This is an optimization exercise on Yosys and OpenROAD, whose aim is small area, a short achievable clock period and few clock cycles, not a production implementation. The RTL was checked by simulation tests, not by an equivalence proof against the original design. Power is estimated from default activity; no workload was simulated.

==> flow/design.v (outline; a module is shown in full before it is edited, if it fits) <==
// module pcm_sinq: 267 lines
// module pcm_mul: 864 lines
// module pcmgen: 990 lines
module pcmgen #(
    parameter CAP_BYTES = 128
) (
    input  wire        clk,
    input  wire        rst,
    input  wire        sel,
    input  wire        we,
    input  wire [5:0]  addr,
    input  wire [31:0] wdata,
    output reg  [31:0] rdata
);
  // ...
==> flow/flow/run.sh <==
#!/bin/bash
# The standard flow (standard.sh: ORFS from synthesis to the final layout,
# unchanged scripts and constraints), with a larger setup margin for ORFS's
# timing repair so that it keeps improving paths below the 15 ns clock period.
set -euo pipefail
bash standard.sh SETUP_SLACK_MARGIN=7 finish > standard.log 2>&1
==> flow/standard.sh <==
#!/bin/bash
# synth_recipe.tcl (not shown) runs the flow's synth.tcl, then flattens the netlist and writes it again
# the make line also repeats each setting of config.mk as NAME=value (left out here)
make -C /OpenROAD-flow-scripts/flow DESIGN_CONFIG=/design/flow/config.mk WORK_HOME=/design/flow/orfs CLKGATE_MAP_FILE= SYNTH_SCRIPT=/design/flow/synth_recipe.tcl "${@:-finish}"
==> flow/config.mk <==
export PLATFORM = sky130hd
export DESIGN_NAME = pcmgen
export DESIGN_NICKNAME = pcmgen
export VERILOG_FILES = /design/flow/design.v
export SDC_FILE = /design/flow/constraint.sdc
export NUM_CORES = 8
export LEC_CHECK = 0
export CAP_MARGIN = 20
export CORE_MARGIN = 2
export CORE_UTILIZATION = 50
export SLEW_MARGIN = 20
export SYNTH_MEMORY_MAX_BITS = 16384
==> flow/constraint.sdc <==
create_clock -name core_clock -period 15.0 [get_ports {clk}]
set_input_delay 3.0000 -clock core_clock [delete_from_list [all_inputs] [get_ports {clk}]]
set_output_delay 3.0000 -clock core_clock [all_outputs]
set_load 0.01 [all_outputs]
==> notes.md, run 1 <==
status finished with violations; Layout Check Fails max-capacitance violations, max-slew violations; DR vias 163000; Non-clk invs 796; clock network area share 4.97%; worst-skew pair later-pin latency 0.99 ns; Setup violations, final 0; Post-Place Cells 21500; CP startpoint kind flip-flop; CTS tree built; Place WS 4.93 ns; hold_sp v1_sgn; CP most frequent cell nor2_1; Critical Path Slowest Stage Cell or4b_2; DR WL met2 331000 um; critical path type reg2out; R2R Path End mem[584]; Num CTS Buffers roughly 280; sequential share of the synthesized area 38.4%; core area 0.324 mm^2; fraction of area in multi-input gates ~51%; top routing layer used met5; critical path's largest stage delay between 0.8 and 0.9 ns; Area Growth Syn to Fin 12.8%; Slew Viols, Final 3; CP Max Fanout 74; min-delay worst type reg2reg; #MultiIn Comb 13300; drt wl/cell 38.3 um; max frequency 123 MHz; cells on worst reg2reg path 19; first-pass GRT wire length 1170000 um; leading cell type in the layout, fill and taps excluded nand2_1; worst r2r src d2; Syn Area/Cell ~9.1 um^2; MaxCap Viol Count 1; Hold Path Depth 0; Arrival @ worst endpoint 5.16 ns; final hold vios 0; DIE AREA 0.330 mm^2; DP Wirelength 601000 um; Seq. cell area 0.0625 mm^2; Die W around 570 um
Testbench counts, summed over its fixed seeds: cycles 52,142.
==> module pcmgen, before the edit <==
module pcmgen #(
    parameter CAP_BYTES = 128
) (
    input  wire        clk,
    input  wire        rst,
    input  wire        sel,
    input  wire        we,
    input  wire [5:0]  addr,
    input  wire [31:0] wdata,
    output reg  [31:0] rdata
);
    localparam R_ID = 6'h00, R_CAP = 6'h01, R_STATUS = 6'h02, R_ERR = 6'h03,
               R_CMD = 6'h04, R_RATE = 6'h05, R_DEPTH = 6'h06, R_CHANNELS = 6'h07,
               R_LEN = 6'h08, R_SLEN = 6'h09, R_DUR_LO = 6'h0A, R_DUR_HI = 6'h0B,
               R_FREQ = 6'h0C, R_AMP = 6'h0D, R_PHASE = 6'h0E, R_FACTOR = 6'h0F,
               R_IDX = 6'h10, R_CHAN = 6'h11, R_VALUE = 6'h12, R_RESULT = 6'h13,
               R_SEED = 6'h14, R_BUF_ADDR = 6'h15, R_BUF_DATA = 6'h16;
    localparam [2:0] E_OK = 3'd0, E_NEGDUR = 3'd1, E_OVERFLOW = 3'd2, E_BADCFG = 3'd3,
                     E_ILLEGAL = 3'd4, E_FREQZERO = 3'd5, E_BUFFULL = 3'd6;
    reg        busy, done;
    reg [2:0]  err;
    reg [31:0] cmd, rate, depth, channels;
    reg [7:0]  len, slen, pbytes;
    reg [31:0] dur_lo, dur_hi, freq, amp, phase, factor, idx, chan, value;
    reg [15:0] result;
    reg        res_sx;                   
    reg [31:0] lfsr, buf_addr;
    reg [1023:0] mem;                        
    reg        d2, dep_ok, ch_ok, rate_nz;
    wire       cfg_ok   = rate_nz && dep_ok && ch_ok;
    wire [17:0] dc      = d2 ? {channels[16:0], 1'b0} : {1'b0, channels[16:0]};
    wire [7:0] ch8      = channels[7:0];
    wire [1:0] dep2     = d2 ? 2'd2 : 2'd1;
    wire [31:0] amp_abs = amp[31] ? 32'd0 - amp : amp;
    wire       ia_neg   = amp[31];
    wire hw = sel && we && !busy;            
    reg c_nop, c_rbuf, c_alloc, c_sil, c_wch, c_rv, c_wv, c_sq, c_saw, c_tri, c_sine,
        c_dec, c_fout, c_gen, c_env, c_st, c_legal;
    localparam [3:0] ST_IDLE = 4'd0, ST_DEC = 4'd1, ST_RV = 4'd2, ST_WAIT = 4'd3,
                     ST_GSET = 4'd4, ST_GLOOP = 4'd5, ST_NLOOP = 4'd6, ST_ESET = 4'd7,
                     ST_FADE = 4'd8, ST_DECAY = 4'd9, ST_ILL = 4'd10, ST_RVW = 4'd11;
    reg [3:0]  st;
    reg [3:0]  ss;           
    reg [2:0]  ph;           
    reg        gset_done;
    reg        sil;          
    reg        m_gen;        
    reg        m_sine, m_noise, m_dec, m_fade;    
    reg [7:0]  n_cnt, c_cnt, k_rem;
    reg [7:0]  pr;           
    reg        back;         
    reg [31:0] gs;           
    reg [4:0]  fl;           
    reg [47:0] acc;
    reg  [15:0] nx, mx;
    reg  [31:0] ny, my;
    wire [47:0] mul_p;
    reg  [47:0] mp;
    pcm_mul u_mul (.x(mx), .y(my), .p(mul_p));
    reg        dv_busy, dv_op, dv_pa;    
    reg [37:0] dv_r;
    reg [23:0] dv_x;
    reg [23:0] dv_q;
    reg [3:0]  dv_n;
    reg        st_pend, st_valid, m_valid;
    wire [47:0] ad_a  = m_fade ? {16'd0, gs} : mp;
    wire [47:0] ad_b  = m_fade ? {24'd0, dv_q} : {16'd0, acc[47:16]};
    wire [47:0] accr  = ad_a + ad_b + {47'd0, m_fade};
    localparam [31:0] RECIP_1E9 = 32'd2305843009;     
    reg        s_busy, s_sat, s_cor;
    reg [3:0]  se;
    reg [53:0] sx;           
    reg [23:0] s_val;
    wire       s_ready = !s_busy;
    wire [7:0] s8 = s_val[7:0];
    wire       dhi_nz = (dur_hi[30:0] != 31'd0);
    wire [31:0] s_diff = sx[31:0] - {accr[15:0], acc[15:0]};
    wire [24:0] s_q    = {1'b0, s_val} + {24'd0, s_cor};
    wire [37:0] dv_d  = dv_op ? {14'd0, s_val} : {rate, 6'd0};
    wire [38:0] dv_t1 = {dv_r, dv_x[23]};
    wire [39:0] dv_s1 = {1'b0, dv_t1} - {2'd0, dv_d};
    wire        dv_g1 = !dv_s1[39];
    wire [37:0] dv_r1 = dv_g1 ? dv_s1[37:0] : dv_t1[37:0];
    wire [38:0] dv_t2 = {dv_r1, dv_x[22]};
    wire [39:0] dv_s2 = {1'b0, dv_t2} - {2'd0, dv_d};
    wire        dv_g2 = !dv_s2[39];
    wire [37:0] dv_rn = dv_g2 ? dv_s2[37:0] : dv_t2[37:0];
    wire [9:0]  stepI = dv_q[9:0];
    wire [37:0] stepJ = dv_r;               
    wire        fh_lt = (rate[31:16] != 16'd0) || (freq[31:16] < rate[15:0]);
    reg  [23:0] c_smear;
    reg  [4:0]  c_len;
    integer ci;
    always @(*) begin
        c_smear = s_val;
        for (ci = 22; ci >= 0; ci = ci - 1) c_smear[ci] = c_smear[ci] | c_smear[ci + 1];
        c_len = 5'd0;
        for (ci = 0; ci < 24; ci = ci + 1) if (s_val[ci]) c_len = ci[4:0] + 5'd1;
    end
    reg [29:0] ia_abs;       
    reg [24:0] k768;
    wire [24:0] k256  = {ia_abs[16:0], 8'd0};
    wire [24:0] k1024 = {ia_abs[14:0], 10'd0};
    reg [9:0]  nI;
    reg [37:0] nJ;
    reg [24:0] mI, msI;
    reg [37:0] mJ, msJ;
    reg        e0nz, janz;
    reg        wp;           
    reg [4:0]  hi;           
    reg [1:0]  hst;          
    wire [37:0] u38 = {rate, 6'd0};
    wire [38:0] nt0  = {1'b0, nJ} + {1'b0, stepJ};
    wire [39:0] nt1  = {2'b00, nJ} + {2'b00, stepJ} - {2'b00, u38};
    wire        ncy  = !nt1[39];
    wire [37:0] nJn  = ncy ? nt1[37:0] : nt0[37:0];
    wire [10:0] nIs  = {1'b0, nI} + {1'b0, stepI} + {10'd0, ncy};
    wire        nwrap = nIs[10];
    wire        h_dbl = (hst == 2'd1);
    wire        h_on  = (hst == 2'd1) || (hst == 2'd2);
    wire [37:0] ma_aJ = h_on ? msJ : mJ;
    wire [37:0] ma_bJ = h_dbl ? msJ : (h_on ? stepJ : msJ);
    wire [24:0] ma_aI = h_on ? msI : mI;
    wire [24:0] ma_bI = h_dbl ? msI : (h_on ? {15'd0, stepI} : msI);
    wire [24:0] ma_cI = (!h_on && wp) ? k1024 : 25'd0;
    wire [38:0] mt0   = {1'b0, ma_aJ} + {1'b0, ma_bJ};
    wire [39:0] mt1   = {2'b00, ma_aJ} + {2'b00, ma_bJ} - {2'b00, u38};
    wire        mc1   = !mt1[39];
    wire [37:0] mJn   = mc1 ? mt1[37:0] : mt0[37:0];
    wire [24:0] mIn   = ma_aI + ma_bI - ma_cI + {24'd0, mc1};
    wire jz    = (nJ == 38'd0) && !e0nz;
    wire jaz   = (mJ == 38'd0) && !janz;
    wire half1 = (nI < 10'd512) || (nI == 10'd512 && jz);      
    wire qtr   = (nI >= 10'd256);                               
    wire tq3   = (nI < 10'd768) || (nI == 10'd768 && jz);       
    reg  [24:0] kk;
    reg         negm, nsg;
    always @(*) begin
        if (c_saw) begin
            if (half1) begin kk = 25'd0; negm = 1'b0; nsg = ia_neg;  end
            else       begin kk = k1024; negm = 1'b1; nsg = !ia_neg; end
        end else if (half1) begin
            kk = k256;
            if (qtr) begin negm = 1'b0; nsg = ia_neg;  end
            else     begin negm = 1'b1; nsg = !ia_neg; end
        end else begin
            kk = k768;
            if (tq3) begin negm = 1'b1; nsg = ia_neg;  end
            else     begin negm = 1'b0; nsg = !ia_neg; end
        end
    end
    wire [24:0] dif   = mI - kk - (wp ? k1024 : 25'd0) - {24'd0, negm & jaz};
    wire        rpos  = half1 && (nI != 10'd0 || !jz);
    wire [8:0]  sk    = nI[8] ? (9'd256 - {1'b0, nI[7:0]}) : {1'b0, nI[7:0]};
    reg         a_valid, a_inv, a_inc;
    reg  [24:0] a_w;
    reg  [8:0]  a_sk;
    reg         a_ssgn;
    reg  [6:0]  a_p;
    wire [15:0] v_base = c_sq ? ia_abs[15:0] : c_saw ? a_w[24:9] : a_w[23:8];
    wire [15:0] v_st   = (a_inv ? ~v_base : v_base) + {15'd0, a_inc};
    wire [16:0] sinq;
    pcm_sinq u_sinq (.k(a_sk), .q(sinq));
    wire [15:0] v_gen  = sil ? (d2 ? 16'd0 : 16'h0080) : c_sine ? sinq[15:0] : v_st;
    function [39:0] lfsr_byte;
        input [31:0] s;
        integer k;
        reg [31:0] t;
        reg [7:0]  b;
        begin
            t = s;
            for (k = 0; k < 8; k = k + 1) begin
                b[k] = t[0];
                t    = t >> 1;
                if (b[k]) t = t ^ 32'h80200003;
            end
            lfsr_byte = {t, b};
        end
    endfunction
    wire [39:0] lb0   = lfsr_byte(lfsr);
    wire [39:0] lb1   = lfsr_byte(lb0[39:8]);
    wire [31:0] nz_st = d2 ? lb1[39:8] : lb0[39:8];
    wire [6:0]  raddr = busy ? pr[6:0] : buf_addr[6:0];
    wire [15:0] rword = mem[{raddr[6:1], 4'd0} +: 16];
    wire [7:0]  rbyte = raddr[0] ? rword[15:8] : rword[7:0];
    wire [15:0] sraw  = (st == ST_NLOOP) ? (d2 ? {lb1[7:0], lb0[7:0]} : {8'd0, lb0[7:0]})
                                         : (d2 ? rword : {8'd0, rbyte});
    wire [15:0] sdev  = d2 ? sraw : {{8{~sraw[7]}}, ~sraw[7], sraw[6:0]};
    wire [15:0] sdev_abs = sdev[15] ? 16'd0 - sdev : sdev;
    wire        rv_in   = ~idx[31] && (idx[30:8] == 23'd0) && (idx[7:0] < slen) &&
                          (chan[31:8] == 24'd0) && (chan[7:0] < ch8);
    wire [6:0]  rv_off  = mp[6:0] + (d2 ? {chan[5:0], 1'b0} : chan[6:0]);
    reg         rv_a, rv_b;              
    wire [7:0] buf_byte = (buf_addr[31:8] == 24'd0 && buf_addr[7:0] < len) ? rbyte : 8'h00;
    always @(*) begin
        case (addr)
            R_ID:       rdata = 32'h50434D31;
            R_CAP:      rdata = CAP_BYTES;
            R_STATUS:   rdata = busy ? 32'h1 : {28'd0, (len != 8'd0), (err != 3'd0), done, 1'b0};
            R_ERR:      rdata = {29'd0, err};
            R_CMD:      rdata = cmd;
            R_RATE:     rdata = rate;
            R_DEPTH:    rdata = depth;
            R_CHANNELS: rdata = channels;
            R_LEN:      rdata = {24'd0, len};
            R_SLEN:     rdata = cfg_ok ? {24'd0, slen} : 32'd0;
            R_DUR_LO:   rdata = dur_lo;
            R_DUR_HI:   rdata = dur_hi;
            R_FREQ:     rdata = freq;
            R_AMP:      rdata = amp;
            R_PHASE:    rdata = phase;
            R_FACTOR:   rdata = factor;
            R_IDX:      rdata = idx;
            R_CHAN:     rdata = chan;
            R_VALUE:    rdata = value;
            R_RESULT:   rdata = {{16{res_sx & result[15]}}, result};
            R_SEED:     rdata = lfsr;
            R_BUF_ADDR: rdata = buf_addr;
            R_BUF_DATA: rdata = {24'd0, buf_byte};
            default:    rdata = 32'd0;
        endcase
    end
    function [7:0] smax_f;
        input [7:0] d;
        begin
            case (d)
            8'd1: smax_f = 8'd128;
            8'd2: smax_f = 8'd64;
            8'd3: smax_f = 8'd42;
            8'd4: smax_f = 8'd32;
            8'd5: smax_f = 8'd25;
            8'd6: smax_f = 8'd21;
            8'd7: smax_f = 8'd18;
            8'd8: smax_f = 8'd16;
            8'd9: smax_f = 8'd14;
            8'd10: smax_f = 8'd12;
            8'd11: smax_f = 8'd11;
            8'd12: smax_f = 8'd10;
            8'd13: smax_f = 8'd9;
            8'd14: smax_f = 8'd9;
            8'd15: smax_f = 8'd8;
            8'd16: smax_f = 8'd8;
            8'd17: smax_f = 8'd7;
            8'd18: smax_f = 8'd7;
            8'd19: smax_f = 8'd6;
            8'd20: smax_f = 8'd6;
            8'd21: smax_f = 8'd6;
            8'd22: smax_f = 8'd5;
            8'd23: smax_f = 8'd5;
            8'd24: smax_f = 8'd5;
            8'd25: smax_f = 8'd5;
            8'd26: smax_f = 8'd4;
            8'd27: smax_f = 8'd4;
            8'd28: smax_f = 8'd4;
            8'd29: smax_f = 8'd4;
            8'd30: smax_f = 8'd4;
            8'd31: smax_f = 8'd4;
            8'd32: smax_f = 8'd4;
            8'd33: smax_f = 8'd3;
            8'd34: smax_f = 8'd3;
            8'd35: smax_f = 8'd3;
            8'd36: smax_f = 8'd3;
            8'd37: smax_f = 8'd3;
            8'd38: smax_f = 8'd3;
            8'd39: smax_f = 8'd3;
            8'd40: smax_f = 8'd3;
            8'd41: smax_f = 8'd3;
            8'd42: smax_f = 8'd3;
            8'd43: smax_f = 8'd2;
            8'd44: smax_f = 8'd2;
            8'd45: smax_f = 8'd2;
            8'd46: smax_f = 8'd2;
            8'd47: smax_f = 8'd2;
            8'd48: smax_f = 8'd2;
            8'd49: smax_f = 8'd2;
            8'd50: smax_f = 8'd2;
            8'd51: smax_f = 8'd2;
            8'd52: smax_f = 8'd2;
            8'd53: smax_f = 8'd2;
            8'd54: smax_f = 8'd2;
            8'd55: smax_f = 8'd2;
            8'd56: smax_f = 8'd2;
            8'd57: smax_f = 8'd2;
            8'd58: smax_f = 8'd2;
            8'd59: smax_f = 8'd2;
            8'd60: smax_f = 8'd2;
            8'd61: smax_f = 8'd2;
            8'd62: smax_f = 8'd2;
            8'd63: smax_f = 8'd2;
            8'd64: smax_f = 8'd2;
            8'd65: smax_f = 8'd1;
            8'd66: smax_f = 8'd1;
            8'd67: smax_f = 8'd1;
            8'd68: smax_f = 8'd1;
            8'd69: smax_f = 8'd1;
            8'd70: smax_f = 8'd1;
            8'd71: smax_f = 8'd1;
            8'd72: smax_f = 8'd1;
            8'd73: smax_f = 8'd1;
            8'd74: smax_f = 8'd1;
            8'd75: smax_f = 8'd1;
            8'd76: smax_f = 8'd1;
            8'd77: smax_f = 8'd1;
            8'd78: smax_f = 8'd1;
            8'd79: smax_f = 8'd1;
            8'd80: smax_f = 8'd1;
            8'd81: smax_f = 8'd1;
            8'd82: smax_f = 8'd1;
            8'd83: smax_f = 8'd1;
            8'd84: smax_f = 8'd1;
            8'd85: smax_f = 8'd1;
            8'd86: smax_f = 8'd1;
            8'd87: smax_f = 8'd1;
            8'd88: smax_f = 8'd1;
            8'd89: smax_f = 8'd1;
            8'd90: smax_f = 8'd1;
            8'd91: smax_f = 8'd1;
            8'd92: smax_f = 8'd1;
            8'd93: smax_f = 8'd1;
            8'd94: smax_f = 8'd1;
            8'd95: smax_f = 8'd1;
            8'd96: smax_f = 8'd1;
            8'd97: smax_f = 8'd1;
            8'd98: smax_f = 8'd1;
            8'd99: smax_f = 8'd1;
            8'd100: smax_f = 8'd1;
            8'd101: smax_f = 8'd1;
            8'd102: smax_f = 8'd1;
            8'd103: smax_f = 8'd1;
            8'd104: smax_f = 8'd1;
            8'd105: smax_f = 8'd1;
            8'd106: smax_f = 8'd1;
            8'd107: smax_f = 8'd1;
            8'd108: smax_f = 8'd1;
            8'd109: smax_f = 8'd1;
            8'd110: smax_f = 8'd1;
            8'd111: smax_f = 8'd1;
            8'd112: smax_f = 8'd1;
            8'd113: smax_f = 8'd1;
            8'd114: smax_f = 8'd1;
            8'd115: smax_f = 8'd1;
            8'd116: smax_f = 8'd1;
            8'd117: smax_f = 8'd1;
            8'd118: smax_f = 8'd1;
            8'd119: smax_f = 8'd1;
            8'd120: smax_f = 8'd1;
            8'd121: smax_f = 8'd1;
            8'd122: smax_f = 8'd1;
            8'd123: smax_f = 8'd1;
            8'd124: smax_f = 8'd1;
            8'd125: smax_f = 8'd1;
            8'd126: smax_f = 8'd1;
            8'd127: smax_f = 8'd1;
            8'd128: smax_f = 8'd1;
            default: smax_f = 8'd0;
            endcase
        end
    endfunction
    wire [7:0] smax  = (dc > 18'd128) ? 8'd0 : smax_f(dc[7:0]);
    wire       s_big = (s_val[23:8] != 16'd0);
    wire       ovf   = (s_val != 24'd0) && (s_big || (s8 > 8'd128) || (s8 > smax));
    reg        v1_valid, v1_sgn;
    reg [6:0]  v1_p;
    reg        v2_valid, v2_sgn;
    reg [15:0] v2_x;
    reg [6:0]  v2_p;
    wire       dc_iss = (ph == 3'd3) || (ph == 3'd4);
    wire       l_iss  = (st == ST_NLOOP) ? (n_cnt != s8) :
                        (st == ST_FADE)  ? (k_rem != 8'd0) :
                        (st == ST_DECAY) ? dc_iss : 1'b0;
    wire [31:0] l_y   = (st == ST_NLOOP) ? amp_abs :
                        (st == ST_DECAY && ph == 3'd3) ? accr[47:16] : gs;
    wire       l_last = (c_cnt + 8'd1 == ch8);
    wire [24:0] fsh   = mp[47:23] >> fl;
    wire [15:0] q3    = m_sine ? mp[30:15] : m_noise ? mp[31:16] :
                        m_dec ? mp[47:32] : fsh[15:0];
    wire [15:0] q3s   = v2_sgn ? 16'd0 - q3 : q3;
    wire [15:0] v3    = (m_gen && !m_sine) ? v2_x :
                        (m_sine || d2) ? q3s : {q3s[15:8], ~q3s[7], q3s[6:0]};
    reg        wen;
    reg [7:0]  wlo;
    reg [8:0]  whi;
    reg [15:0] wv;
    wire dec_wch = (st == ST_DEC) && c_wch && cfg_ok && ({1'b0, len} + {7'd0, dep2} <= 9'd128);
    always @(*) begin
        wen = 1'b0; wlo = 8'd0; whi = 9'd0; wv = 16'd0;
        if (dec_wch) begin
            wen = 1'b1; wlo = len; whi = {1'b0, len} + {7'd0, dep2}; wv = value[15:0];
        end else if (st == ST_RVW) begin
            wen = c_wv; wlo = pr; whi = {1'b0, pr} + {7'd0, dep2}; wv = value[15:0];
        end else if (v2_valid) begin
            wen = 1'b1; wlo = {1'b0, v2_p};
            whi = {2'b00, v2_p} + (m_gen ? dc[8:0] : {7'd0, dep2});
            wv  = v3;
        end
    end
    wire [7:0] even_bus = wv[7:0];
    wire [7:0] odd_bus  = d2 ? wv[15:8] : wv[7:0];
    function [127:0] therm_ge;
        input [7:0] x;
        reg [127:0] t, n;
        integer k, b;
        begin
            t = 128'd0;
            t[0] = !x[0];
            t[1] = 1'b1;
            for (k = 1; k < 7; k = k + 1) begin
                n = 128'd0;
                for (b = 0; b < (2 << k); b = b + 1)
                    n[b] = (((b >> k) & 1) != 0) ? (!x[k] | t[b % (1 << k)]) : (!x[k] & t[b % (1 << k)]);
                t = n;
            end
            therm_ge = x[7] ? 128'd0 : t;
        end
    endfunction
    wire [127:0] t_lo = therm_ge(wlo);
    wire [127:0] t_hi = therm_ge({whi[8] | whi[7], whi[6:0]});
    genvar gb;
    generate
        for (gb = 0; gb < 128; gb = gb + 1) begin : g_mem
            wire en = wen && t_lo[gb] && !t_hi[gb];
            always @(posedge clk) begin
                if (en) mem[8*gb +: 8] <= ((gb % 2) == 1) ? odd_bus : even_bus;
            end
        end
    endgenerate
    wire [31:0] pp = {phase[31:30] + {1'b0, c_tri}, phase[29:0]};
    reg         iss_rv;
    always @(*) begin
        nx = 16'd0;
        ny = 32'd0;
        iss_rv = 1'b0;
        if (s_busy) begin
            case (se)
                4'd0:  begin nx = dur_lo[15:0];          ny = rate; end
                4'd1:  begin nx = dur_lo[31:16];         ny = rate; end
                4'd2:  begin nx = dur_hi[15:0];          ny = rate; end
                4'd3:  begin
                    nx = dhi_nz ? {1'b0, dur_hi[30:16]} : accr[21:6];
                    ny = dhi_nz ? rate : RECIP_1E9;
                end
                4'd6:  begin nx = sx[37:22];             ny = RECIP_1E9; end
                4'd7, 4'd8: begin nx = sx[53:38];        ny = RECIP_1E9; end
                4'd11: begin nx = 16'hCA00;              ny = {8'd0, s_val}; end
                4'd12: begin nx = 16'h3B9A;              ny = {8'd0, s_val}; end
                default: ;
            endcase
        end else if (st == ST_GLOOP) begin
            nx = v_gen;
            ny = {2'd0, ia_abs};
        end else if (l_iss) begin
            nx = sdev_abs;
            ny = l_y;
        end else begin
            case (st)
                ST_GSET: begin
                    case (ss)
                        4'd0: begin nx = d2 ? 16'd32767 : 16'd127; ny = amp_abs; end
                        4'd1: begin nx = phase[15:0];          ny = rate; end
                        4'd2: begin nx = {10'd0, phase[21:16]}; ny = rate; end
                        4'd3: begin nx = pp[15:0];             ny = {2'd0, ia_abs}; end
                        4'd4: begin nx = pp[31:16];            ny = {2'd0, ia_abs}; end
                        4'd5: begin nx = 16'd768;              ny = {2'd0, ia_abs}; end
                        4'd7: begin nx = acc[15:0];            ny = rate; end
                        4'd8: begin nx = {10'd0, acc[21:16]};  ny = rate; end
                        default: ;
                    endcase
                end
                ST_ESET:  begin nx = s_val[15:0]; ny = {14'd0, dc}; end
                ST_DECAY: begin
                    nx = (ph == 3'd0) ? factor[15:0] : factor[31:16];
                    ny = gs;
                end
                default: begin
                    nx = idx[15:0];
                    ny = {14'd0, dc};
                    iss_rv = 1'b1;
                end
            endcase
        end
    end
    wire w_rvop = hw && (addr == R_IDX || addr == R_DEPTH || addr == R_CHANNELS);
    always @(posedge clk) begin
        mx <= nx;
        my <= ny;
        mp <= mul_p;
        rv_a <= iss_rv && !w_rvop;
        rv_b <= rv_a && !w_rvop;
        if (rst) begin
            busy     <= 1'b0;
            done     <= 1'b0;
            err      <= 3'd0;
            cmd      <= 32'd0;
            rate     <= 32'd0;
            depth    <= 32'd0;
            channels <= 32'd0;
            len      <= 8'd0;
            slen     <= 8'd0;
            pbytes   <= 8'd0;
            dur_lo   <= 32'd0;
            dur_hi   <= 32'd0;
            freq     <= 32'd0;
            amp      <= 32'd0;
            phase    <= 32'd0;
            factor   <= 32'd0;
            idx      <= 32'd0;
            chan     <= 32'd0;
            value    <= 32'd0;
            result   <= 16'd0;
            res_sx   <= 1'b0;
            lfsr     <= 32'd1;
            buf_addr <= 32'd0;
            d2       <= 1'b0;
            dep_ok   <= 1'b0;
            ch_ok    <= 1'b0;
            rate_nz  <= 1'b0;
            st       <= ST_IDLE;
            s_busy   <= 1'b1;
            se       <= 4'd0;
            dv_busy  <= 1'b0;
            st_pend  <= 1'b1;
            st_valid <= 1'b0;
            m_valid  <= 1'b0;
            a_valid  <= 1'b0;
            v1_valid <= 1'b0;
            v2_valid <= 1'b0;
            hst      <= 2'd0;
            m_fade   <= 1'b0;
            rv_a     <= 1'b0;
            rv_b     <= 1'b0;
        end else begin
            v2_valid <= v1_valid;
            v2_sgn   <= v1_sgn;
            v2_x     <= mx;
            v2_p     <= v1_p;
            v1_valid <= a_valid;
            v1_sgn   <= a_ssgn;
            v1_p     <= a_p;
            a_valid  <= 1'b0;
            if (s_busy) begin
                se <= se + 4'd1;
                case (se)
                    4'd2: begin
                        acc      <= mp;                  
                        sx[15:0] <= mp[15:0];
                    end
                    4'd3: begin
                        if (dhi_nz) begin
                            acc       <= accr;
                            sx[31:16] <= accr[15:0];
                        end else begin
                            sx[53:16] <= accr[37:0];
                            s_sat     <= (accr[47:38] != 10'd0);
                            se        <= 4'd8;
                        end
                    end
                    4'd4: begin
                        acc       <= accr;
                        sx[47:32] <= accr[15:0];
                    end
                    4'd5: begin
                        sx[53:48] <= accr[5:0];
                        s_sat     <= (accr[47:6] != 42'd0);
                    end
                    4'd7: se <= 4'd9;
                    4'd8: if (s_sat) begin
                        s_val  <= 24'hFFFFFF;
                        s_busy <= 1'b0;
                    end
                    4'd9: begin
                        if (s_sat) begin
                            s_val  <= 24'hFFFFFF;
                            s_busy <= 1'b0;
                        end
                        acc <= mp;
                    end
                    4'd10: begin
                        s_val <= accr[47] ? 24'hFFFFFF : accr[46:23];
                        if (accr[22:16] != 7'h7F || accr[47]) s_busy <= 1'b0;
                    end
                    4'd13: acc <= mp;
                    4'd14: s_cor <= (s_diff >= 32'd1000000000);
                    4'd15: begin
                        s_val  <= s_q[24] ? 24'hFFFFFF : s_q[23:0];
                        s_busy <= 1'b0;
                    end
                    default: ;
                endcase
            end
            if (dv_busy) begin
                dv_r <= dv_rn;
                dv_q <= {dv_q[21:0], dv_g1, dv_g2};
                dv_x <= {dv_x[21:0], 2'b00};
                dv_n <= dv_n - 4'd1;
                if (dv_n == 4'd1) begin
                    if (dv_op) begin
                        dv_busy <= 1'b0;
                        m_valid <= 1'b1;
                    end else if (dv_pa) begin
                        dv_pa <= 1'b0;
                        dv_r  <= {dv_rn[37:6], freq[15:10]};
                        dv_x  <= {freq[9:0], 14'd0};
                        dv_n  <= 4'd5;
                    end else begin
                        dv_busy  <= 1'b0;
                        st_valid <= 1'b1;
                    end
                end
            end
            if (st_pend && (!dv_busy || !dv_op) && !(busy && c_env)) begin
                st_pend  <= 1'b0;
                st_valid <= 1'b0;
                dv_busy  <= 1'b1;
                dv_op    <= 1'b0;
                dv_q     <= 24'd0;
                if (fh_lt) begin
                    dv_pa <= 1'b0;
                    dv_r  <= {16'd0, freq[31:10]};
                    dv_x  <= {freq[9:0], 14'd0};
                    dv_n  <= 4'd5;
                end else begin
                    dv_pa <= 1'b1;
                    dv_r  <= 38'd0;
                    dv_x  <= {freq[31:16], 8'd0};
                    dv_n  <= 4'd11;
                end
            end
            case (hst)
                2'd1: begin                          
                    msI <= mIn;
                    msJ <= mJn;
                    if (ia_abs[hi]) hst <= 2'd2;
                    else if (hi == 5'd0) hst <= 2'd3;
                    else hi <= hi - 5'd1;
                end
                2'd2: begin                          
                    msI <= mIn;
                    msJ <= mJn;
                    if (hi == 5'd0) hst <= 2'd3;
                    else begin
                        hi  <= hi - 5'd1;
                        hst <= 2'd1;
                    end
                end
                default: ;
            endcase
            if (hw) begin
                case (addr)
                    R_CMD: begin
                        cmd     <= wdata;
                        busy    <= 1'b1;
                        done    <= 1'b0;
                        st      <= ST_DEC;
                        c_nop   <= (wdata == 32'h00);
                        c_rbuf  <= (wdata == 32'h01);
                        c_alloc <= (wdata == 32'h02);
                        c_sil   <= (wdata == 32'h03);
                        c_wch   <= (wdata == 32'h04);
                        c_rv    <= (wdata == 32'h05);
                        c_wv    <= (wdata == 32'h06);
                        c_sq    <= (wdata == 32'h10);
                        c_saw   <= (wdata == 32'h11);
                        c_tri   <= (wdata == 32'h12);
                        c_sine  <= (wdata == 32'h13);
                        c_dec   <= (wdata == 32'h20);
                        c_fout  <= (wdata == 32'h22);
                        c_gen   <= (wdata[31:2] == 30'h4);
                        c_st    <= (wdata == 32'h11) || (wdata == 32'h12);
                        c_env   <= (wdata == 32'h20) || (wdata == 32'h21) || (wdata == 32'h22);
                        c_legal <= (wdata[31:8] == 24'd0) &&
                                   ((wdata[7:0] <= 8'h06) ||
                                    (wdata[7:0] >= 8'h10 && wdata[7:0] <= 8'h14) ||
                                    (wdata[7:0] >= 8'h20 && wdata[7:0] <= 8'h22));
                    end
                    R_RATE: if (len == 8'd0) begin
                        rate     <= wdata;
                        rate_nz  <= (wdata != 32'd0);
                        s_busy   <= 1'b1;
                        se       <= 4'd0;
                        st_pend  <= 1'b1;
                        st_valid <= 1'b0;
                    end
                    R_DEPTH: if (len == 8'd0) begin
                        depth  <= wdata;
                        d2     <= (wdata == 32'd2);
                        dep_ok <= (wdata == 32'd1) || (wdata == 32'd2);
                    end
                    R_CHANNELS: if (len == 8'd0) begin
                        channels <= wdata;
                        ch_ok    <= (wdata != 32'd0) && (wdata[31:16] == 16'd0);
                    end
                    R_DUR_LO: begin
                        dur_lo <= wdata;
                        s_busy <= 1'b1;
                        se     <= 4'd0;
                    end
                    R_DUR_HI: begin
                        dur_hi <= wdata;
                        if (wdata != dur_hi) begin
                            s_busy <= 1'b1;
                            se     <= 4'd0;
                        end
                    end
                    R_FREQ: begin
                        freq     <= wdata;
                        st_pend  <= 1'b1;
                        st_valid <= 1'b0;
                    end
                    R_AMP:      amp      <= wdata;
                    R_PHASE:    phase    <= wdata;
                    R_FACTOR:   factor   <= wdata;
                    R_IDX:      idx      <= wdata;
                    R_CHAN:     chan     <= wdata;
                    R_VALUE:    value    <= wdata;
                    R_SEED:     lfsr     <= wdata;
                    R_BUF_ADDR: buf_addr <= wdata;
                    default: ;
                endcase
            end
            if (l_iss) begin
                v1_valid <= 1'b1;
                v1_sgn   <= (st == ST_NLOOP) ? (sdev[15] ^ amp[31]) : sdev[15];
                v1_p     <= pr[6:0];
                pr       <= back ? pr - {6'd0, dep2} : pr + {6'd0, dep2};
                if (l_last) c_cnt <= 8'd0;
                else        c_cnt <= c_cnt + 8'd1;
            end
            case (st)
                ST_IDLE: ;
                ST_DEC: begin
                    ss        <= 4'd0;
                    gset_done <= 1'b0;
                    sil       <= 1'b0;
                    m_gen     <= 1'b0;
                    m_sine    <= 1'b0;
                    m_noise   <= 1'b0;
                    m_dec     <= 1'b0;
                    m_fade    <= 1'b0;
                    back      <= 1'b0;
                    pr        <= 8'd0;
                    n_cnt     <= 8'd0;
                    c_cnt     <= 8'd0;
                    wp        <= 1'b0;
                    hst       <= 2'd0;
                    if (!c_legal) begin
                        st <= ST_ILL;
                    end else if (c_nop) begin
                        err <= E_OK; busy <= 1'b0; done <= 1'b1; st <= ST_IDLE;
                    end else if (c_rbuf) begin
                        len <= 8'd0; slen <= 8'd0; pbytes <= 8'd0;
                        err <= E_OK; busy <= 1'b0; done <= 1'b1; st <= ST_IDLE;
                    end else if (!cfg_ok) begin
                        err <= E_BADCFG; busy <= 1'b0; done <= 1'b1; st <= ST_IDLE;
                    end else if (c_wch) begin
                        if (!dec_wch) begin
                            err <= E_BUFFULL; busy <= 1'b0; done <= 1'b1; st <= ST_IDLE;
                        end else begin
                            len <= len + {6'd0, dep2};
                            if ({10'd0, pbytes} + {16'd0, dep2} == dc) begin
                                pbytes <= 8'd0;
                                slen   <= slen + 8'd1;
                            end else begin
                                pbytes <= pbytes + {6'd0, dep2};
                            end
                            err <= E_OK; busy <= 1'b0; done <= 1'b1; st <= ST_IDLE;
                        end
                    end else if (c_rv || c_wv) begin
                        if (rv_in) begin
                            if (rv_b) begin
                                pr <= {1'b0, rv_off};
                                st <= ST_RVW;
                            end else begin
                                st <= ST_RV;
                            end
                        end else begin
                            if (c_rv) begin result <= 16'd0; res_sx <= 1'b0; end
                            err <= E_OK; busy <= 1'b0; done <= 1'b1; st <= ST_IDLE;
                        end
                    end else if (dur_hi[31]) begin
                        err <= E_NEGDUR; busy <= 1'b0; done <= 1'b1; st <= ST_IDLE;
                    end else if (c_gen && freq == 32'd0) begin
                        err <= E_FREQZERO; busy <= 1'b0; done <= 1'b1; st <= ST_IDLE;
                    end else if (c_gen) begin
                        st <= ST_GSET;
                    end else if (c_env) begin
                        st <= ST_ESET;
                    end else begin
                        st <= ST_WAIT;
                    end
                end
                ST_ILL: begin
                    err <= E_ILLEGAL; busy <= 1'b0; done <= 1'b1; st <= ST_IDLE;
                end
                ST_RV: if (rv_b) begin
                    pr <= {1'b0, rv_off};
                    st <= ST_RVW;
                end
                ST_RVW: begin
                    if (c_rv) begin result <= d2 ? rword : {8'd0, rbyte}; res_sx <= d2; end
                    err <= E_OK; busy <= 1'b0; done <= 1'b1; st <= ST_IDLE;
                end
                ST_WAIT: begin
                    if (s_ready) begin
                        if (ovf) begin
                            err <= E_OVERFLOW; busy <= 1'b0; done <= 1'b1; st <= ST_IDLE;
                        end else if (c_alloc) begin
                            len <= 8'd0; slen <= 8'd0; pbytes <= 8'd0;
                            err <= E_OK; busy <= 1'b0; done <= 1'b1; st <= ST_IDLE;
                        end else if (c_sil) begin
                            sil   <= 1'b1;
                            m_gen <= 1'b1;
                            st    <= ST_GLOOP;
                        end else begin
                            m_noise <= 1'b1;
                            st      <= ST_NLOOP;
                        end
                    end
                end
                ST_GSET: begin
                    if (s_ready && !gset_done) begin
                        ss <= ss + 4'd1;
                        case (ss)
                            4'd2: ia_abs <= mp[45:16];
                            4'd3: acc <= mp;
                            4'd4: begin
                                nI   <= pp[31:22];
                                nJ   <= accr[37:0];
                                e0nz <= (acc[15:0] != 16'd0);
                                if (!c_st) gset_done <= 1'b1;
                            end
                            4'd5: acc <= mp;
                            4'd6: begin
                                mI  <= accr[30:6];
                                acc <= {26'd0, accr[5:0], acc[15:0]};
                            end
                            4'd7: k768 <= mp[24:0];
                            4'd9: acc <= mp;
                            4'd10: begin
                                mJ        <= accr[37:0];
                                janz      <= (acc[15:0] != 16'd0);
                                gset_done <= 1'b1;
                            end
                            default: ;
                        endcase
                    end
                    if (c_st && hst == 2'd0 && st_valid && ss >= 4'd3) begin
                        msI <= 25'd0;
                        msJ <= 38'd0;
                        hi  <= 5'd0;
                        for (ci = 0; ci < 30; ci = ci + 1) if (ia_abs[ci]) hi <= ci[4:0];
                        hst <= (ia_abs == 30'd0) ? 2'd3 : 2'd2;
                    end
                    if (gset_done && st_valid && (!c_st || hst == 2'd3)) begin
                        if (ovf) begin
                            err <= E_OVERFLOW; busy <= 1'b0; done <= 1'b1; st <= ST_IDLE;
                        end else begin
                            m_gen  <= 1'b1;
                            m_sine <= c_sine;
                            st     <= ST_GLOOP;
                        end
                    end
                end
                ST_GLOOP: begin
                    if (n_cnt != s8) begin
                        a_valid <= 1'b1;
                        a_p     <= pr[6:0];
                        a_w     <= dif;
                        a_inv   <= c_sq ? !(rpos ^ ia_neg) : (negm ^ nsg);
                        a_inc   <= c_sq ? !(rpos ^ ia_neg) : nsg;
                        a_sk    <= sk;
                        a_ssgn  <= ia_neg ^ nI[9];
                        pr      <= pr + dc[7:0];
                        n_cnt   <= n_cnt + 8'd1;
                        nI      <= nIs[9:0];
                        nJ      <= nJn;
                        mI      <= mIn;
                        mJ      <= mJn;
                        wp      <= nwrap;
                    end else if (!a_valid && !v1_valid) begin
                        len    <= pr;
                        slen   <= s8;
                        pbytes <= 8'd0;
                        err <= E_OK; busy <= 1'b0; done <= 1'b1; st <= ST_IDLE;
                    end
                end
                ST_NLOOP: begin
                    if (l_iss) begin
                        lfsr <= nz_st;
                        if (l_last) n_cnt <= n_cnt + 8'd1;
                    end else if (!v1_valid) begin
                        len    <= pr;
                        slen   <= s8;
                        pbytes <= 8'd0;
                        err <= E_OK; busy <= 1'b0; done <= 1'b1; st <= ST_IDLE;
                    end
                end
                ST_ESET: begin
                    case (ss)
                        4'd0: if (s_ready) begin
                            if (c_dec) begin
                                if (s_big || s8 >= slen) begin
                                    err <= E_OK; busy <= 1'b0; done <= 1'b1; st <= ST_IDLE;
                                end else begin
                                    k_rem <= slen - s8;
                                    gs    <= factor;     
                                    m_dec <= 1'b1;
                                    ss    <= 4'd2;
                                end
                            end else begin
                                k_rem <= (!s_big && s8 < slen) ? s8 : slen;
                                if (s_val == 24'd0 || slen == 8'd0) begin
                                    err <= E_OK; busy <= 1'b0; done <= 1'b1; st <= ST_IDLE;
                                end else begin
                                    st_pend  <= 1'b1;    
                                    st_valid <= 1'b0;
                                    dv_busy  <= 1'b1;
                                    dv_op    <= 1'b1;
                                    dv_r     <= {15'd0, c_smear[23:1]};
                                    dv_x     <= 24'hFFFFFF;
                                    dv_q     <= 24'd0;
                                    dv_n     <= 4'd12;
                                    m_valid  <= 1'b0;
                                    fl       <= c_len;
                                    ss       <= 4'd1;
                                end
                            end
                        end
                        4'd1: if (m_valid) begin
                            back   <= c_fout;
                            m_fade <= 1'b1;
                            if (c_fout) begin
                                gs <= {8'd0, dv_q} + 32'd1;
                                pr <= len - pbytes - {6'd0, dep2};
                            end else begin
                                gs <= 32'd0;
                                pr <= 8'd0;
                            end
                            st <= ST_FADE;
                        end
                        4'd2: ss <= 4'd3;        
                        4'd3: begin
                            pr <= mp[7:0];
                            ph <= 3'd4;
                            st <= ST_DECAY;
                        end
                        default: ;
                    endcase
                end
                ST_FADE: begin
                    if (l_iss) begin
                        if (l_last) begin
                            k_rem <= k_rem - 8'd1;
                            gs    <= accr[31:0];         
                        end
                    end else if (!v1_valid) begin
                        m_fade <= 1'b0;
                        err <= E_OK; busy <= 1'b0; done <= 1'b1; st <= ST_IDLE;
                    end
                end
                ST_DECAY: begin
                    case (ph)
                        3'd0: begin
                            if (k_rem == 8'd0) begin
                                if (!v1_valid) begin
                                    err <= E_OK; busy <= 1'b0; done <= 1'b1; st <= ST_IDLE;
                                end
                            end else begin
                                ph <= 3'd1;
                            end
                        end
                        3'd1: ph <= 3'd2;
                        3'd2: begin
                            acc <= mp;
                            ph  <= 3'd3;
                        end
                        default: begin
                            if (ph == 3'd3) gs <= accr[47:16];
                            ph <= 3'd4;
                            if (l_last) begin
                                k_rem <= k_rem - 8'd1;
                                ph    <= 3'd0;
                            end
                        end
                    endcase
                end
                default: st <= ST_IDLE;
            endcase
        end
    end
endmodule
==> run 2: changes to the inputs <==
--- a/flow/design.v
+++ b/flow/design.v
@@ -1175,4 +1175,5 @@
     reg [2:0]  ph;           
     reg        gset_done;
+    reg        g_first;      
     reg        sil;          
     reg        m_gen;        
@@ -1190,4 +1191,5 @@
     pcm_mul u_mul (.x(mx), .y(my), .p(mul_p));
     reg        dv_busy, dv_op, dv_pa;    
+    reg        dv_sd;                    
     reg [37:0] dv_r;
     reg [23:0] dv_x;
@@ -1199,5 +1201,5 @@
     wire [47:0] accr  = ad_a + ad_b + {47'd0, m_fade};
     localparam [31:0] RECIP_1E9 = 32'd2305843009;     
-    reg        s_busy, s_sat, s_cor;
+    reg        s_busy, s_sat;
     reg [3:0]  se;
     reg [53:0] sx;           
@@ -1206,12 +1208,15 @@
     wire [7:0] s8 = s_val[7:0];
     wire       dhi_nz = (dur_hi[30:0] != 31'd0);
-    wire [31:0] s_diff = sx[31:0] - {accr[15:0], acc[15:0]};
-    wire [24:0] s_q    = {1'b0, s_val} + {24'd0, s_cor};
-    wire [37:0] dv_d  = dv_op ? {14'd0, s_val} : {rate, 6'd0};
-    wire [38:0] dv_t1 = {dv_r, dv_x[23]};
+    wire [37:0] dv_d  = dv_sd ? 38'd1000000000 : dv_op ? {14'd0, s_val} : {rate, 6'd0};
+    wire        dv_b1 = dv_sd ? sx[27] : dv_x[23];
+    wire        dv_b2 = dv_sd ? sx[26] : dv_x[22];
+    wire [23:0] dv_qn = {dv_q[21:0], dv_g1, dv_g2};
+    wire        sd_start = s_busy && (se == 4'd10) && (accr[22:16] == 7'h7F) && !accr[47] &&
+                           (accr[46:23] != 24'hFFFFFF);
+    wire [38:0] dv_t1 = {dv_r, dv_b1};
     wire [39:0] dv_s1 = {1'b0, dv_t1} - {2'd0, dv_d};
     wire        dv_g1 = !dv_s1[39];
     wire [37:0] dv_r1 = dv_g1 ? dv_s1[37:0] : dv_t1[37:0];
-    wire [38:0] dv_t2 = {dv_r1, dv_x[22]};
+    wire [38:0] dv_t2 = {dv_r1, dv_b2};
     wire [39:0] dv_s2 = {1'b0, dv_t2} - {2'd0, dv_d};
     wire        dv_g2 = !dv_s2[39];
@@ -1503,5 +1508,5 @@
                         (st == ST_DECAY && ph == 3'd3) ? accr[47:16] : gs;
     wire       l_last = (c_cnt + 8'd1 == ch8);
-    wire [24:0] fsh   = mp[47:23] >> fl;
+    wire [24:0] fsh   = (d2 ? mp[47:23] : mp[39:15]) >> fl;
     wire [15:0] q3    = m_sine ? mp[30:15] : m_noise ? mp[31:16] :
                         m_dec ? mp[47:32] : fsh[15:0];
@@ -1573,6 +1578,4 @@
                 4'd6:  begin nx = sx[37:22];             ny = RECIP_1E9; end
                 4'd7, 4'd8: begin nx = sx[53:38];        ny = RECIP_1E9; end
-                4'd11: begin nx = 16'hCA00;              ny = {8'd0, s_val}; end
-                4'd12: begin nx = 16'h3B9A;              ny = {8'd0, s_val}; end
                 default: ;
             endcase
@@ -1585,5 +1588,11 @@
         end else begin
             case (st)
-                ST_GSET: begin
+                ST_GSET: if (!c_st) begin
+                    case (ss)
+                        4'd0: begin nx = phase[15:0];          ny = rate; end
+                        4'd1: begin nx = {10'd0, phase[21:16]}; ny = rate; end
+                        default: begin nx = d2 ? 16'd32767 : 16'd127; ny = amp_abs; end
+                    endcase
+                end else begin
                     case (ss)
                         4'd0: begin nx = d2 ? 16'd32767 : 16'd127; ny = amp_abs; end
@@ -1650,4 +1659,5 @@
             se       <= 4'd0;
             dv_busy  <= 1'b0;
+            dv_sd    <= 1'b0;
             st_pend  <= 1'b1;
             st_valid <= 1'b0;
@@ -1708,22 +1718,34 @@
                     4'd10: begin
                         s_val <= accr[47] ? 24'hFFFFFF : accr[46:23];
-                        if (accr[22:16] != 7'h7F || accr[47]) s_busy <= 1'b0;
+                        if (!sd_start) s_busy <= 1'b0;
+                        else           se     <= 4'd11;
                     end
-                    4'd13: acc <= mp;
-                    4'd14: s_cor <= (s_diff >= 32'd1000000000);
-                    4'd15: begin
-                        s_val  <= s_q[24] ? 24'hFFFFFF : s_q[23:0];
-                        s_busy <= 1'b0;
+                    4'd11: begin
+                        se <= 4'd11;             
+                        sx <= {sx[53:28], sx[25:0], 2'b00};
                     end
                     default: ;
                 endcase
             end
-            if (dv_busy) begin
+            if (sd_start) begin
+                dv_busy  <= 1'b1;
+                dv_sd    <= 1'b1;
+                dv_r     <= {12'd0, sx[53:28]};
+                dv_q     <= 24'd0;
+                dv_n     <= 4'd14;
+                st_pend  <= 1'b1;    
+                st_valid <= 1'b0;
+            end else if (dv_busy) begin
                 dv_r <= dv_rn;
-                dv_q <= {dv_q[21:0], dv_g1, dv_g2};
+                dv_q <= dv_qn;
                 dv_x <= {dv_x[21:0], 2'b00};
                 dv_n <= dv_n - 4'd1;
                 if (dv_n == 4'd1) begin
-                    if (dv_op) begin
+                    if (dv_sd) begin
+                        dv_busy <= 1'b0;
+                        dv_sd   <= 1'b0;
+                        s_val   <= dv_qn;
+                        s_busy  <= 1'b0;
+                    end else if (dv_op) begin
                         dv_busy <= 1'b0;
                         m_valid <= 1'b1;
@@ -1739,5 +1761,5 @@
                 end
             end
-            if (st_pend && (!dv_busy || !dv_op) && !(busy && c_env)) begin
+            if (st_pend && (!dv_busy || (!dv_op && !dv_sd)) && !(busy && c_env) && !sd_start) begin
                 st_pend  <= 1'b0;
                 st_valid <= 1'b0;
@@ -1809,4 +1831,5 @@
                         s_busy   <= 1'b1;
                         se       <= 4'd0;
+                        if (dv_sd) begin dv_busy <= 1'b0; dv_sd <= 1'b0; end
                         st_pend  <= 1'b1;
                         st_valid <= 1'b0;
@@ -1825,4 +1848,5 @@
                         s_busy <= 1'b1;
                         se     <= 4'd0;
+                        if (dv_sd) begin dv_busy <= 1'b0; dv_sd <= 1'b0; end
                     end
                     R_DUR_HI: begin
@@ -1831,4 +1855,5 @@
                             s_busy <= 1'b1;
                             se     <= 4'd0;
+                            if (dv_sd) begin dv_busy <= 1'b0; dv_sd <= 1'b0; end
                         end
                     end
@@ -1862,4 +1887,5 @@
                     ss        <= 4'd0;
                     gset_done <= 1'b0;
+                    g_first   <= 1'b0;
                     sil       <= 1'b0;
                     m_gen     <= 1'b0;
@@ -1949,5 +1975,18 @@
                 end
                 ST_GSET: begin
-                    if (s_ready && !gset_done) begin
+                    if (s_ready && !gset_done && !c_st) begin
+                        ss <= ss + 4'd1;
+                        case (ss)
+                            4'd2: acc <= mp;
+                            4'd3: begin
+                                nI        <= pp[31:22];
+                                nJ        <= accr[37:0];
+                                e0nz      <= (acc[15:0] != 16'd0);
+                                gset_done <= 1'b1;
+                            end
+                            default: ;
+                        endcase
+                    end
+                    if (s_ready && !gset_done && c_st) begin
                         ss <= ss + 4'd1;
                         case (ss)
@@ -1958,5 +1997,4 @@
                                 nJ   <= accr[37:0];
                                 e0nz <= (acc[15:0] != 16'd0);
-                                if (!c_st) gset_done <= 1'b1;
                             end
                             4'd5: acc <= mp;
@@ -1982,15 +2020,19 @@
                         hst <= (ia_abs == 30'd0) ? 2'd3 : 2'd2;
                     end
-                    if (gset_done && st_valid && (!c_st || hst == 2'd3)) begin
+                    if ((gset_done || (!c_st && s_ready && ss == 4'd3)) && st_valid &&
+                        (!c_st || hst == 2'd3)) begin
                         if (ovf) begin
                             err <= E_OVERFLOW; busy <= 1'b0; done <= 1'b1; st <= ST_IDLE;
                         end else begin
-                            m_gen  <= 1'b1;
-                            m_sine <= c_sine;
-                            st     <= ST_GLOOP;
+                            m_gen   <= 1'b1;
+                            m_sine  <= c_sine;
+                            g_first <= !c_st;    
+                            st      <= ST_GLOOP;
                         end
                     end
                 end
                 ST_GLOOP: begin
+                    g_first <= 1'b0;
+                    if (g_first) ia_abs <= mp[45:16];
                     if (n_cnt != s8) begin
                         a_valid <= 1'b1;
@@ -2050,5 +2092,5 @@
                                     dv_x     <= 24'hFFFFFF;
                                     dv_q     <= 24'd0;
-                                    dv_n     <= 4'd12;
+                                    dv_n     <= d2 ? 4'd12 : 4'd8;
                                     m_valid  <= 1'b0;
                                     fl       <= c_len;
==> flow/flow/run.sh (replaced) <==
#!/bin/bash
# The standard flow (standard.sh: ORFS from synthesis to the final layout,
# unchanged scripts and constraints) with these changes to how the layout is made:
#  * a larger setup margin for ORFS's timing repair, so that it keeps improving
#    paths below the 15 ns clock period;
#  * clock tree synthesis with larger sink clusters (at most 20 sinks within
#    80 um) on clkbuf_16 and without dummy loads.
set -euo pipefail
bash standard.sh SETUP_SLACK_MARGIN=7 \
  "CTS_ARGS=-sink_clustering_enable -repair_clock_nets -dont_use_dummy_load -sink_clustering_size 20 -sink_clustering_max_diameter 80 -buf_list sky130_fd_sc_hd__clkbuf_16" \
  finish > standard.log 2>&1
--- a/flow/config.mk
+++ b/flow/config.mk
@@ -6,7 +6,8 @@
 export NUM_CORES = 8
 export LEC_CHECK = 0
-export CAP_MARGIN = 20
+export ABC_AREA = 1
+export CAP_MARGIN = 30
 export CORE_MARGIN = 2
-export CORE_UTILIZATION = 50
-export SLEW_MARGIN = 20
+export CORE_UTILIZATION = 45
+export SLEW_MARGIN = 30
 export SYNTH_MEMORY_MAX_BITS = 16384
==> notes.md, run 2 <==
core area 0.347 mm^2 (+7.0%); drt pass-1 iters 10; number of enable flip-flop cells after synthesis between 1500 and 2000; Cell Pwr Density 166 mW/mm^2; Max VDD drop between 0.2 and 0.3 mV; Synth Instances a little under 20000; final instance area 0.173 mm^2; min-delay worst type reg2reg; simple-gate share of the synthesized area 16.8%; commonest cells in the synthesized netlist nand2_1 (3219), inv_1 (2397), o21ai_0 (1963); skew final 0.147 ns; Final Routed Wirelength around 870000 um; H-tree depth 4; Antenna Nets Post-Route 0; pin count of the biggest net entering global routing 134; post-synthesis cell area 0.157 mm^2; Syn. warnings 2; Synth Area in Compound Gates 21.5%; gpl congestion 1.13; Overall Global Routing Usage 47.4%; leading post-synthesis cells by cell area edfxtp_1 (32%), dfxtp_1 (8.3%), nand2_1 (7.7%), o21ai_0 (6.3%), inv_1 (5.7%); XOR/XNOR Fraction of Synth Area 4.15%; # nets final 20400; DR vias 161000 (-1.4%); initial antenna violation count 140; status complete, no violations; min cycle time layout a little over 8 ns; RSZ-0062 raised after global routing true; synthesized net count between 20000 and 25000; Clock Pin Slew Worst Setup and Hold Paths 0.07 ns; Most flops, register mem; most frequent cells in the layout nand2_1 (3196), inv_1 (2358), o21ai_0 (1905); root buf cell clkbuf_16; max frequency 122 MHz (-0.50%); flop and latch count out of synthesis 2297; Arrival @ worst endpoint 8.89 ns (+3.73 ns); placed instance area 0.165 mm^2; Worst Tran Pin Value 1.23 ns; vias in the first global route 142000; Hold-fix buffers, CTS 0; DIE AREA 0.354 mm^2 (+7.2%); Crit path max-delay family simple AND/OR/NAND/NOR gates; Num CTS Buffers 178 (-36%); top-area cell type share of the netlist area 31.6%; Synth area leader edfxtp_1; final hold vios 0 (unchanged); drt wl/cell 36.1 um (-5.6%); Core Rows 216; worst-skew pair later-pin latency 1.00 ns (about the same); vias per cell 6.66; worst path required time 15.69 ns; DP Wirelength 651000 um (+8.3%); Synth async-reset ratio 0%; Syn Area/Cell 8.04 um^2 (-12%); mux cell area share after synthesis 0.174%; biggest regs mem x1024, sx x54; number of I/O pins 74; Iter 0 DRT Violations 27300; setup_tns 0 ns; Area Growth Syn to Fin 10.0%; layout cell share with drive strength beyond 1 around 7.9%; leading cell type in the layout, fill and taps excluded nand2_1; R2R setup slack around 6.8 ns; adder-cell share of the synthesized area 8.90%; number of fill cells 33800; Leak 66.3 nW; Worst Setup End Kind flip-flop; WP buf/inv 7; Main synth FF type edfxtp_1; cell with the most instances after synthesis nand2_1; Chip Height 595 um; Die W 595 um (+3.5%); gr ovfl total 0; first-pass GRT wire length 1170000 um (+0.43%); Port-buffer cells 73; Layout Utilization 49.8%; Slew HR 17.1%; Yosys cell types 95; CP most frequent cell nand2_1; deepest clock path buffer count 4; critical path's largest stage delay 1.11 ns (+0.28 ns); fin crit share 54.7%; Setup violations, final 0 (unchanged); Sink Count 2297; CP startpoint kind flip-flop; Critical Path Slowest Stage Cell dfxtp_1; initial cell density of the core 45.3%; CP Max Fanout 41 (-45%); number of remaining DRC errors 0; Slew Viols, Final 0 (-3); critical path type reg2reg; CTS tree built; max reg flops 1024; MaxCap Viol Count 0 (-1); largest family of logic cells by synthesized area compound AO/OA/AOI/OAI gates; sequential share of the synthesized area 39.8% (+1.4 points)
## run 2: path summary, 6_finish.rpt
kind | startpoint | to | cells after the start
min reg2reg | v1_p[1] | v2_p[1] | 0
min | v1_p[1] | v2_p[1] | 0
max | mp[3] | dv_r[29] | 26
max reg2reg | mp[3] | dv_r[29] | 26
## run 2: what timing repair did
item | in CTS | in global routing
pin swaps | 66 | 41
setup endpoints to repair | 46 | 71
setup buffers | 74 | 17
cloned | 15 | 3
resized for setup | 430 | 120
## run 2: layer usage
metal  part of all wire (%)  GRT usage [%]  vias up
li1                       -              -    67600
met1                     39           62.9    77400
met2                     38           62.9    12900
met3                     16           20.5     2641
met4                    7.3           28.1       76
met5                  0.090          0.865        -
## run 2: logic make-up after synthesis
kind of cell,after synthesis
AOI/OAI and AO/OA,5648
DFF,2297
and+or+nand+nor,6315
muxes,27
xor gates and xnor gates,728
adders and majority gates,921
buffers and inverters,3574
## run 2: cell type report
class	instances	area [um^2]	area share, %
Tap cell	4578	5730	3.32
Clock buffer	178	4450	2.58
Sequential cell	2297	62500	36.2
Antenna cell	125	313	0.181
Timing Repair Buffer	803	7130	4.13
Inverter	2488	9460	5.48
Multi-Input combinational cell	13600	83100	48.1
## run 2: report_power, final
| group | internal, mW | leakage, nW | switching [mW] |
|---|---|---|---|
| combinational | 4.66 | 44.8 | 11.5 |
| clock | 2.09 | 2.19 | 2.44 |
| sequential | 7.37 | 19.4 | 0.658 |
| total | 14.1 | 66.3 | 14.6 |
## run 2: stage by stage
stage          hold WS, ns  worst slack (ns)  power [mW]  std cells
4_1_cts              0.418              6.88        27.8      24000
2_1_floorplan        0.394              7.07        17.0      19500
3_3_place_gp         0.402              4.69        23.3      23700
5_1_grt              0.421              6.93        29.7      24000
6_report             0.419              6.80        28.7      24100
3_5_place_dp         0.405              4.90        23.4      23700
Testbench counts of run 2, summed over its fixed seeds: cycles 51,861.

-- afterwards: timing with drivers on the ports --
No port has a modelled driver above. Below, the same layouts with a new extraction and two added sets of constraints. Step 1, drivers: a clkbuf_16 drives clk and a buf_2 each remaining input, both assumed. Step 2, shift: input delay + t, output delay - t, t = (earliest + latest rising clock arrival at the registers) / 2. This alone moves slack from input paths to output paths. Slacks: ideal / step 1 / step 2; pairs: ideal / step 1.
run | shift t [ns] | setup slack, ns | worst setup path at the end
run 1 | 1.058 | 6.843 / 6.719 / 6.870 | input to output
run 2 | 1.034 | 6.802 / 6.802 / 6.802 | register to register
